This design comes from an exercise in tuning for small area, a short achievable clock period and few clock cycles on the open sky130 flow, not from production work. In this exercise RTL edits were held to simulation tests only and were not proved equivalent to the original.

==> inputs of run a <==
## evsub_tga
module evsub_tga (
    input  wire        clk,
    input  wire        rst_n,       
    input  wire        tirq,        
    input  wire        sf_valid,    
    output wire        sf_ready,    
    input  wire [73:0] sf_data,     
    input  wire        sf_err,      
    output wire        ev_valid,    
    input  wire        ev_ready,    
    output wire [39:0] ev_data,     
    output wire        halted       
);
    localparam [2:0] K_PPRESS = 3'd0;
    localparam [2:0] K_PMOVE  = 3'd1;
    localparam [2:0] K_PREL   = 3'd2;
    localparam [2:0] K_PEXIT  = 3'd3;
    localparam [2:0] K_KPRESS = 3'd4;
    localparam [2:0] K_KREL   = 3'd5;
    function [1:0] keyzone;
        input [15:0] x;
        begin
            if (x < 16'd107)      keyzone = 2'd0;
            else if (x < 16'd214) keyzone = 2'd1;
            else if (x < 16'd320) keyzone = 2'd2;
            else                  keyzone = 2'd3;
        end
    endfunction
    reg tirq_q;
    reg tirq_pend;
    reg in_sess;
    reg halt_r;
    wire tirq_fall = tirq_q & ~tirq;
    wire start     = ~in_sess & ~halt_r & (tirq_pend | tirq_fall);
    reg        hv, tv;
    reg [1:0]  hn, tn;              
    reg [24:0] hp0, hp1, tp0, tp1;
    reg [3:0]  hc, tc;              
    assign sf_ready = in_sess & ~tv;
    wire take     = sf_valid & sf_ready;
    wire take_ok  = take & ~sf_err;
    wire [1:0]  in_n  = sf_data[73:72];
    wire [32:0] in_q0 = sf_data[68:36];    
    wire [32:0] in_q1 = sf_data[32:0];
    wire in_v0 = in_n[1] | in_n[0];
    wire in_v1 = in_n[1];
    wire in_g0 = (in_q0[15:8] == 8'd0) & (in_q0[7:4] != 4'hF);
    wire in_g1 = (in_q1[15:8] == 8'd0) & (in_q1[7:4] != 4'hF);
    wire [1:0] in_z0 = keyzone(in_q0[31:16]);
    wire [1:0] in_z1 = keyzone(in_q1[31:16]);
    wire in_k0 = (in_z0 != 2'd3);
    wire in_k1 = (in_z1 != 2'd3);
    wire [24:0] in_p0 = {in_q0[32:16], in_q0[7:2], in_g0 ? in_q0[1:0] : in_z0};
    wire [24:0] in_p1 = {in_q1[32:16], in_q1[7:2], in_g1 ? in_q1[1:0] : in_z1};
  ...
Settings: LEC_CHECK=0, CAP_MARGIN=20, CORE_MARGIN=2, CORE_UTILIZATION=60, SLEW_MARGIN=20; clock period 11.0 ns.
standard.sh (not shown) runs the stock make flow with config.mk's settings and CLKGATE_MAP_FILE= SYNTH_SCRIPT=/design/flow/synth_recipe.tcl, a recipe that flattens the netlist after the stock synthesis.
==> flow/flow/run.sh <==
#!/bin/bash
set -euo pipefail
export BUFFER_PORTS_ARGS="-buffer_cell sky130_fd_sc_hd__buf_1"
export SETUP_SLACK_MARGIN=7.2
bash standard.sh > flow_standard.log 2>&1
==> inputs of run b, as changes to run a <==
==> flow/design.v (replaced) <==
module evsub_tga (
    input  wire        clk,
    input  wire        rst_n,       
    input  wire        tirq,        
    input  wire        sf_valid,    
    output wire        sf_ready,    
    input  wire [73:0] sf_data,     
    input  wire        sf_err,      
    output wire        ev_valid,    
    input  wire        ev_ready,    
    output wire [39:0] ev_data,     
    output wire        halted       
);
    localparam [2:0] K_PPRESS = 3'd0;
    localparam [2:0] K_PMOVE  = 3'd1;
    localparam [2:0] K_PREL   = 3'd2;
    localparam [2:0] K_PEXIT  = 3'd3;
    localparam [2:0] K_KPRESS = 3'd4;
    localparam [2:0] K_KREL   = 3'd5;
    function [1:0] keyzone;
        input [15:0] x;
        begin
            if (x < 16'd107)      keyzone = 2'd0;
            else if (x < 16'd214) keyzone = 2'd1;
            else if (x < 16'd320) keyzone = 2'd2;
            else                  keyzone = 2'd3;
        end
    endfunction
    reg tirq_q;
    reg tirq_pend;
    reg in_sess;
    reg halt_r;
    wire tirq_fall = tirq_q & ~tirq;
    wire start     = ~in_sess & ~halt_r & (tirq_pend | tirq_fall);
    reg        hv, tv;
    reg [1:0]  hn, tn;              
    reg [32:0] hp0, hp1, tp0, tp1;  
    assign sf_ready = in_sess & ~tv;
    wire take     = sf_valid & sf_ready;
    wire take_ok  = take & ~sf_err;
    wire [1:0]  in_n  = sf_data[73:72];
    wire [32:0] in_p0 = sf_data[68:36];
    wire [32:0] in_p1 = sf_data[32:0];
    always @(posedge clk) begin
        tirq_q <= tirq;
        if (!rst_n) begin
            tirq_pend <= 1'b0;
            in_sess   <= 1'b0;
            halt_r    <= 1'b0;
        end else begin
            tirq_pend <= start ? (tirq_pend & tirq_fall) : (tirq_pend | tirq_fall);
            if (take) begin
                if (sf_err) begin
                    halt_r  <= 1'b1;
                    in_sess <= 1'b0;
                end else if (in_n == 2'd0) begin
                    in_sess <= 1'b0;
                end
            end else if (start) begin
                in_sess <= 1'b1;
            end
        end
    end
    assign halted = halt_r;
    reg  [1:0]  active;
    reg         ptr_valid;
    reg         ptr_id;
    reg  [31:0] last0, last1;       
    reg  [1:0]  lv;                 
    reg  [5:0]  done;               
    reg  [1:0]  wr;                 
    reg         outv;
    reg  [2:0]  o_kind;
    reg  [1:0]  o_key;
    reg         o_id;               
    reg         o_s0, o_s1;         
    wire [31:0] o_xy = (last0 & {32{o_s0}}) | (last1 & {32{o_s1}});
    assign ev_valid = outv;
    assign ev_data  = {2'b00, o_kind, o_key, 1'b0, o_xy};
    wire        v0  = hn[1] | hn[0];
    wire        v1  = hn[1];
    wire        id0 = hp0[32];
    wire        id1 = hp1[32];
    wire [31:0] xy0 = hp0[31:0];
    wire [31:0] xy1 = hp1[31:0];
    wire gy0 = (hp0[15:8] == 8'd0) & (hp0[7:4] != 4'hF);    
    wire gy1 = (hp1[15:8] == 8'd0) & (hp1[7:4] != 4'hF);
    wire [1:0] kz0 = keyzone(hp0[31:16]);
    wire [1:0] kz1 = keyzone(hp1[31:16]);
    wire [1:0] kzl0 = keyzone(last0[31:16]);
    wire [1:0] kzl1 = keyzone(last1[31:16]);
    wire eqA0 = lv[0] & (xy0 == last0);
    wire eqA1 = lv[1] & (xy0 == last1);
    wire eqB0 = lv[0] & (xy1 == last0);
    wire eqB1 = lv[1] & (xy1 == last1);
    wire eqL0 = id0 ? eqA1 : eqA0;      
    wire eqL1 = id1 ? eqB1 : eqB0;      
    wire same = (id0 == id1);
    wire G0 = v0 & gy0;
    wire G1 = v1 & gy1;
    wire B0 = v0 & ~gy0 & (kz0 != 2'd3);
    wire B1 = v1 & ~gy1 & (kz1 != 2'd3);
    wire act_id0 = id0 ? active[1] : active[0];
    wire act_id1 = id1 ? active[1] : active[0];
    wire set0  = G0 & ~ptr_valid & ~act_id0;
    wire pv1   = ptr_valid | set0;
    wire pid1  = set0 ? id0 : ptr_id;
    wire c_g0  = G0 & pv1 & (pid1 == id0);
    wire e_g0  = c_g0 & ~eqL0;
    wire set1  = G1 & ~pv1 & ~act_id1;
    wire pv2   = pv1 | set1;
    wire pid2  = set1 ? id1 : pid1;
    wire c_g1  = G1 & pv2 & (pid2 == id1);
    wire g0m   = e_g0 & same & ~done[0];
    wire e_g1  = c_g1 & (g0m | ~eqL1);
    wire act1_id1 = act_id1 | wr[id1] | g0m;
    wire ptr_id0 = pv2 & (pid2 == id0);
    wire ptr_id1 = pv2 & (pid2 == id1);
    wire e_b0  = B0 & ~ptr_id0 & ~act_id0;
    wire e_b1  = B1 & ~ptr_id1 & ~act_id1 & ~(e_b0 & same);
    wire [1:0] proc = {(v0 & id0) | (v1 & id1), (v0 & ~id0) | (v1 & ~id1)};
    wire r0  = active[0] & ~proc[0];
    wire r1  = active[1] & ~proc[1];
    wire rp0 = r0 & pv2 & ~pid2;
    wire rp1 = r1 & pv2 & pid2;
    wire [5:0] f   = {r1, r0, e_b1, e_b0, e_g1, e_g0};
    wire [5:0] rem = f & ~done;
    wire [5:0] sel = rem & ~{rem[4:0], 1'b0} & ~{rem[3:0], 2'b0} & ~{rem[2:0], 3'b0}
                         & ~{rem[1:0], 4'b0} & ~{rem[0], 5'b0};
    wire [2:0] n_kind = (sel[0] ? {2'b00, act_id0}  : 3'd0)
                      | (sel[1] ? {2'b00, act1_id1} : 3'd0)
                      | ((sel[2] | sel[3]) ? K_KPRESS : 3'd0)
                      | (sel[4] ? (rp0 ? K_PREL : K_KREL) : 3'd0)
                      | (sel[5] ? (rp1 ? K_PREL : K_KREL) : 3'd0);
    wire [1:0] n_key  = (sel[2] ? kz0 : 2'd0)
                      | (sel[3] ? kz1 : 2'd0)
                      | ((sel[4] & ~rp0) ? kzl0 : 2'd0)
                      | ((sel[5] & ~rp1) ? kzl1 : 2'd0);
    wire n_show = sel[0] | sel[1] | (sel[4] & rp0) | (sel[5] & rp1);
    wire none   = (rem == 6'd0);
    wire lastev = ((rem & ~sel) == 6'd0);
    wire o_rel  = (o_s0 | o_s1) & (o_kind == K_PREL);
    wire load   = ~outv | (ev_ready & ~o_rel);
    wire pop    = hv & (none | (load & lastev));
    wire ld     = hv & ~none & load;
    wire wp0  = sel[0] | sel[2];            
    wire wp1  = sel[1] | sel[3];            
    wire wid  = wp1 ? id1 : id0;
    wire wany = wp0 | wp1;
    wire [1:0] wnow = {wany & wid, wany & ~wid};
    wire n_id = (sel[0] | sel[1]) ? wid : o_id;
    wire [1:0] act_n = proc & (active | wr | wnow | {e_b0 & id0, e_b0 & ~id0}
                                                  | {e_b1 & id1, e_b1 & ~id1});
    wire       pv_n  = pv2 & ~(rp0 | rp1);
    always @(posedge clk) begin
        if (!rst_n) begin
            hv        <= 1'b0;
            tv        <= 1'b0;
            outv      <= 1'b0;
            done      <= 6'd0;
            wr        <= 2'b00;
            active    <= 2'b00;
            ptr_valid <= 1'b0;
            ptr_id    <= 1'b0;
            lv        <= 2'b00;
        end else begin
            if (~hv | pop)
                hv <= tv | take_ok;
            if (tv)
                tv <= ~(~hv | pop);
            else
                tv <= take_ok & hv & ~pop;
            if (ld)
                outv <= 1'b1;
            else if (ev_ready & ~o_rel)
                outv <= 1'b0;
            if (pop) begin
                done <= 6'd0;
                wr   <= 2'b00;
                if (hn == 2'd0) begin
                    active    <= 2'b00;
                    ptr_valid <= 1'b0;
                    ptr_id    <= 1'b0;
                    lv        <= 2'b00;
                end else begin
                    active    <= act_n;
                    ptr_valid <= pv_n;
                    ptr_id    <= pid2;
                    lv        <= lv | wnow;
                end
            end else if (ld) begin
                done <= done | {|sel[5:5], |sel[5:4], |sel[5:3], |sel[5:2], |sel[5:1], |sel[5:0]};
                wr   <= wr | wnow;
                lv   <= lv | wnow;
            end
        end
    end
    always @(posedge clk) begin
        if (~hv | pop) begin
            if (tv) begin
                hn <= tn; hp0 <= tp0; hp1 <= tp1;
            end else begin
                hn <= in_n; hp0 <= in_p0; hp1 <= in_p1;
            end
        end
        if (take) begin
            tn <= in_n; tp0 <= in_p0; tp1 <= in_p1;
        end
        if (ld) begin
            o_kind <= n_kind;
            o_key  <= n_key;
            o_s0   <= n_show & ~n_id;
            o_s1   <= n_show &  n_id;
            o_id   <= n_id;
        end else if (ev_ready & o_rel) begin
            o_kind <= K_PEXIT;
            o_s0   <= 1'b0;
            o_s1   <= 1'b0;
        end
        if (ld & wnow[0]) last0 <= wp0 ? xy0 : xy1;
        if (ld & wnow[1]) last1 <= wp0 ? xy0 : xy1;
    end
endmodule
==> flow/flow/run.sh (replaced) <==
#!/bin/bash
set -euo pipefail
export BUFFER_PORTS_ARGS="-buffer_cell sky130_fd_sc_hd__buf_1"
export SETUP_SLACK_MARGIN=7.0
bash standard.sh > flow_standard.log 2>&1
==> flow/config.mk (replaced) <==
export PLATFORM = sky130hd
export DESIGN_NAME = evsub_tga
export DESIGN_NICKNAME = evsub_tga
export VERILOG_FILES = /design/flow/design.v
export SDC_FILE = /design/flow/constraint.sdc
export NUM_CORES = 4
export LEC_CHECK = 0
export ABC_AREA = 1
export CAP_MARGIN = 40
export CORE_MARGIN = 2
export CORE_UTILIZATION = 60
export SLEW_MARGIN = 40
==> inputs of run c, as changes to run a <==
--- a/flow/design.v
+++ b/flow/design.v
@@ -28,37 +28,36 @@
     endfunction
     reg tirq_q;
     reg tirq_pend;
     reg in_sess;
     reg halt_r;
     wire tirq_fall = tirq_q & ~tirq;
     wire start     = ~in_sess & ~halt_r & (tirq_pend | tirq_fall);
     reg        hv, tv;
-    reg [1:0]  hn, tn;              
     reg [24:0] hp0, hp1, tp0, tp1;
-    reg [3:0]  hc, tc;              
+    reg [3:0]  hc, tc;
     assign sf_ready = in_sess & ~tv;
     wire take     = sf_valid & sf_ready;
     wire take_ok  = take & ~sf_err;
     wire [1:0]  in_n  = sf_data[73:72];
     wire [32:0] in_q0 = sf_data[68:36];    
     wire [32:0] in_q1 = sf_data[32:0];
     wire in_v0 = in_n[1] | in_n[0];
     wire in_v1 = in_n[1];
     wire in_g0 = (in_q0[15:8] == 8'd0) & (in_q0[7:4] != 4'hF);
     wire in_g1 = (in_q1[15:8] == 8'd0) & (in_q1[7:4] != 4'hF);
     wire [1:0] in_z0 = keyzone(in_q0[31:16]);
     wire [1:0] in_z1 = keyzone(in_q1[31:16]);
     wire in_k0 = (in_z0 != 2'd3);
     wire in_k1 = (in_z1 != 2'd3);
     wire [24:0] in_p0 = {in_q0[32:16], in_q0[7:2], in_g0 ? in_q0[1:0] : in_z0};
     wire [24:0] in_p1 = {in_q1[32:16], in_q1[7:2], in_g1 ? in_q1[1:0] : in_z1};
-    wire [3:0] in_c = {in_v1 & ~in_g1 & in_k1, in_v0 & ~in_g0 & in_k0,
-                       in_v1 & in_g1, in_v0 & in_g0};
+    wire [3:0] in_c = {in_v1 & (in_g1 | in_k1), in_v1 & ~in_g1,
+                       in_v0 & (in_g0 | in_k0), in_v0 & ~in_g0};
     always @(posedge clk) begin
         tirq_q <= tirq;
         if (!rst_n) begin
             tirq_pend <= 1'b0;
             in_sess   <= 1'b0;
             halt_r    <= 1'b0;
         end else begin
             tirq_pend <= start ? (tirq_pend & tirq_fall) : (tirq_pend | tirq_fall);
@@ -75,45 +74,44 @@
         end
     end
     assign halted = halt_r;
     reg  [1:0]  active;
     reg         ptr_valid;
     reg         ptr_id;
     reg  [23:0] lc, lo;
     reg         cid, vc, vo;
-    reg  [1:0]  key0, key1;         
-    reg  [5:0]  done;               
+    reg  [4:0]  done;               
     reg  [1:0]  wr;                 
     reg         outv;
     reg  [2:0]  o_kind;
     reg  [1:0]  o_key;
     reg         o_show;             
     wire [23:0] o_xy = lc & {24{o_show}};
     assign ev_valid = outv;
     assign ev_data  = {2'b00, o_kind, o_key, 1'b0, o_xy[23:8], 8'd0, o_xy[7:0]};
-    wire        v0  = hn[1] | hn[0];
-    wire        v1  = hn[1];
+    wire        v0  = hc[1] | hc[0];
+    wire        v1  = hc[3] | hc[2];
     wire        id0 = hp0[24];
     wire        id1 = hp1[24];
     wire [23:0] xy0 = hp0[23:0];        
     wire [23:0] xy1 = hp1[23:0];
     wire [1:0] kz0 = hp0[1:0];          
     wire [1:0] kz1 = hp1[1:0];
     wire eqAc = vc & (xy0 == lc);
     wire eqAo = vo & (xy0 == lo);
     wire eqBc = vc & (xy1 == lc);
     wire eqBo = vo & (xy1 == lo);
     wire eqL0 = (id0 == cid) ? eqAc : eqAo;      
     wire eqL1 = (id1 == cid) ? eqBc : eqBo;      
     wire same = (id0 == id1);
-    wire G0 = hc[0];
-    wire G1 = hc[1];
-    wire B0 = hc[2];
-    wire B1 = hc[3];
+    wire G0 = hc[1] & ~hc[0];
+    wire G1 = hc[3] & ~hc[2];
+    wire B0 = hc[1] &  hc[0];
+    wire B1 = hc[3] &  hc[2];
     wire act_id0 = id0 ? active[1] : active[0];
     wire act_id1 = id1 ? active[1] : active[0];
     wire set0  = G0 & ~ptr_valid & ~act_id0;
     wire pv1   = ptr_valid | set0;
     wire pid1  = set0 ? id0 : ptr_id;
     wire c_g0  = G0 & pv1 & (pid1 == id0);
     wire e_g0  = c_g0 & ~eqL0;
     wire set1  = G1 & ~pv1 & ~act_id1;
@@ -128,28 +126,28 @@
     wire e_b0  = B0 & ~ptr_id0 & ~act_id0;
     wire e_b1  = B1 & ~ptr_id1 & ~act_id1 & ~(e_b0 & same);
     wire [1:0] proc = {(v0 & id0) | (v1 & id1), (v0 & ~id0) | (v1 & ~id1)};
     wire r0  = active[0] & ~proc[0];
     wire r1  = active[1] & ~proc[1];
     wire rp0 = r0 & pv2 & ~pid2;
     wire rp1 = r1 & pv2 & pid2;
     wire [5:0] f   = {r1, r0, e_b1, e_b0, e_g1, e_g0};
-    wire [5:0] rem = f & ~done;
+    wire [5:0] rem = f & ~{1'b0, done};
     wire [5:0] sel = rem & ~{rem[4:0], 1'b0} & ~{rem[3:0], 2'b0} & ~{rem[2:0], 3'b0}
                          & ~{rem[1:0], 4'b0} & ~{rem[0], 5'b0};
     wire [2:0] n_kind = (sel[0] ? {2'b00, act_id0}  : 3'd0)
                       | (sel[1] ? {2'b00, act1_id1} : 3'd0)
                       | ((sel[2] | sel[3]) ? K_KPRESS : 3'd0)
                       | (sel[4] ? (rp0 ? K_PREL : K_KREL) : 3'd0)
                       | (sel[5] ? (rp1 ? K_PREL : K_KREL) : 3'd0);
     wire [1:0] n_key  = (sel[2] ? kz0 : 2'd0)
                       | (sel[3] ? kz1 : 2'd0)
-                      | ((sel[4] & ~rp0) ? key0 : 2'd0)
-                      | ((sel[5] & ~rp1) ? key1 : 2'd0);
+                      | ((sel[4] & ~rp0) ? (cid ? lo[1:0] : lc[1:0]) : 2'd0)
+                      | ((sel[5] & ~rp1) ? (cid ? lc[1:0] : lo[1:0]) : 2'd0);
     wire n_show = sel[0] | sel[1] | (sel[4] & rp0) | (sel[5] & rp1);
     wire none   = (rem == 6'd0);
     wire lastev = ((rem & ~sel) == 6'd0);
     wire o_rel  = o_show & (o_kind == K_PREL);
     wire load   = ~outv | (ev_ready & ~o_rel);
     wire pop    = hv & (none | (load & lastev));
     wire ld     = hv & ~none & load;
     wire wid  = sel[1] ? id1 : id0;
@@ -161,82 +159,84 @@
     wire [1:0] act_n = proc & (active | wr | wnow | know | {e_b0 & id0, e_b0 & ~id0}
                                                          | {e_b1 & id1, e_b1 & ~id1});
     wire       pv_n  = pv2 & ~(rp0 | rp1);
     always @(posedge clk) begin
         if (!rst_n) begin
             hv        <= 1'b0;
             tv        <= 1'b0;
             outv      <= 1'b0;
-            done      <= 6'd0;
+            done      <= 5'd0;
             wr        <= 2'b00;
             active    <= 2'b00;
             ptr_valid <= 1'b0;
             ptr_id    <= 1'b0;
             vc        <= 1'b0;
             vo        <= 1'b0;
+            cid       <= 1'b0;
         end else begin
             if (~hv | pop)
                 hv <= tv | take_ok;
             if (tv)
                 tv <= ~(~hv | pop);
             else
                 tv <= take_ok & hv & ~pop;
             if (ld)
                 outv <= 1'b1;
             else if (ev_ready & ~o_rel)
                 outv <= 1'b0;
             if (pop) begin
-                done <= 6'd0;
+                done <= 5'd0;
                 wr   <= 2'b00;
-                if (hn == 2'd0) begin
+                if (~v0) begin
                     active    <= 2'b00;
                     ptr_valid <= 1'b0;
                     ptr_id    <= 1'b0;
                 end else begin
                     active    <= act_n;
                     ptr_valid <= pv_n;
                     ptr_id    <= pid2;
                 end
             end else if (ld) begin
-                done <= done | {|sel[5:5], |sel[5:4], |sel[5:3], |sel[5:2], |sel[5:1], |sel[5:0]};
+                done <= done | {|sel[5:4], |sel[5:3], |sel[5:2], |sel[5:1], |sel[5:0]};
                 wr   <= wr | wnow | know;
             end
-            if (pop & (hn == 2'd0)) begin
+            if (pop & ~v0) begin
                 vc <= 1'b0;
                 vo <= 1'b0;
             end else if (ld & wany) begin
                 vc  <= 1'b1;
                 cid <= wid;
                 if (wid != cid) vo <= vc;
             end else if (ld & kany) begin
                 if (kid == cid) vc <= 1'b0;
                 else            vo <= 1'b0;
             end
         end
     end
     always @(posedge clk) begin
         if (~hv | pop) begin
             if (tv) begin
-                hn <= tn; hp0 <= tp0; hp1 <= tp1; hc <= tc;
+                hp0 <= tp0; hp1 <= tp1; hc <= tc;
             end else begin
-                hn <= in_n; hp0 <= in_p0; hp1 <= in_p1; hc <= in_c;
+                hp0 <= in_p0; hp1 <= in_p1; hc <= in_c;
             end
         end
         if (take) begin
-            tn <= in_n; tp0 <= in_p0; tp1 <= in_p1; tc <= in_c;
+            tp0 <= in_p0; tp1 <= in_p1; tc <= in_c;
         end
         if (ld) begin
             o_kind <= n_kind;
             o_key  <= n_key;
             o_show <= n_show;
         end else if (ev_ready & o_rel) begin
             o_kind <= K_PEXIT;
             o_show <= 1'b0;
         end
         if (ld & wany) begin
             lc <= sel[0] ? xy0 : xy1;
             if (wid != cid) lo <= lc;
-        end
-        if (ld & know[0]) key0 <= sel[2] ? kz0 : kz1;
-        if (ld & know[1]) key1 <= sel[2] ? kz0 : kz1;
+        end else if (ld & kany) begin
+            if (kid == cid) lc[1:0] <= sel[2] ? kz0 : kz1;
+            else            lo[1:0] <= sel[2] ? kz0 : kz1;
+        end
     end
 endmodule
==> flow/flow/run.sh (replaced) <==
#!/bin/bash
set -euo pipefail
export BUFFER_PORTS_ARGS="-buffer_cell sky130_fd_sc_hd__buf_1"
export SETUP_SLACK_MARGIN=7.0
bash standard.sh > flow_standard.log 2>&1
==> flow/config.mk (replaced) <==
export PLATFORM = sky130hd
export DESIGN_NAME = evsub_tga
export DESIGN_NICKNAME = evsub_tga
export VERILOG_FILES = /design/flow/design.v
export SDC_FILE = /design/flow/constraint.sdc
export NUM_CORES = 4
export LEC_CHECK = 0
export CAP_MARGIN = 40
export CORE_MARGIN = 2
export CORE_UTILIZATION = 60
export SLEW_MARGIN = 40
==> run_results.csv <==
group,metric,value,unit
run_status,outcome,"finished clean",
layout,inverters_excl_clock,177,
clock_network,cts.htree.levels,1,
floorplanning,core,20900,um2
layout,drive_gt1_share,5.88,%
routing,met1_length,17600,um
worst_setup_path,cp_top_family,"simple AND/OR/NAND/NOR gates",
logic_synthesis,yosysSeqAreaShare,52.6,%
-- figures above: run b

==> run_results.csv <==
group,metric,value,unit
run_status,outcome,"finished clean",
global_route,met3_usage,6.15,%
worst_setup_path,cp_top_family,"simple AND/OR/NAND/NOR gates",
layout,n_fill_cell,1143,
logic_synthesis,synth-xor-area-share,9.32,%
worst_setup_path,crit_path_end_kind,"flip-flop",
layout,drive_gt1_share,18.6,%
layout,inverters_excl_clock,16,
logic_synthesis,yosysSeqAreaShare,58.0,%
floorplanning,core,15700,um2
routing,met1_length,10900,um
timing,skew,11.5,ps
-- figures above: run a

==> run_results.csv <==
group,metric,value,unit
run_status,outcome,"finished clean",
worst_setup_path,cp_top_family,"flip-flops",
layout,drive_gt1_share,13.9,%
layout,inverters_excl_clock,15,
routing,met1_length,10000,um
logic_synthesis,yosysSeqAreaShare,57.7,%
clock_network,cts.htree.levels,4,
floorplanning,core,15000,um2
-- figures above: run c

Testbench counts of run a, summed over its fixed seeds: cycles 9,358.
Testbench counts of run b, summed over its fixed seeds: cycles 9,358.
Testbench counts of run c, summed over its fixed seeds: cycles 9,358.

==> what the ideal ports hide <==
The results above use ideal ports. As a check the final layouts listed here were re-extracted and re-timed, cells and wires unchanged. Step 1 (the two cells are an assumption about what drives the block):
set clk [get_ports {clk}]
set_driving_cell -lib_cell sky130_fd_sc_hd__clkbuf_16 $clk
set_driving_cell -lib_cell sky130_fd_sc_hd__buf_2 [delete_from_list [all_inputs] $clk]
Step 2 moves the port delays by t, midway between the first and last clock arrival at a register: inputs arrive t later, outputs are due t later. That takes back most of the time a late clock gives input paths. Three values: no drivers, after step 1, after step 2; two values: the first two.
| run | shift t [ns] | slack for setup (ns) | worst setup path after step 2 | latest minus earliest clock arrival (ns) | worst register clock-pin slew, ns |
|---|---|---|---|---|---|
| run a | 0.484 | 7.319 / 7.294 / 6.852 | input to register | 0.012 / 0.012 | 0.08 / 0.08 |
| run b | 0.572 | 7.076 / 7.055 / 6.524 | input to register | 0.031 / 0.030 | 0.07 / 0.07 |
| run c | 0.472 | 7.109 / 7.069 / 6.900 | input to register | 0.014 / 0.013 | 0.08 / 0.08 |
After both steps setup and hold are still met in every run listed. The setup slack of run b, which loses most, moves by -0.021 ns with the drivers and by -0.552 ns with both steps.
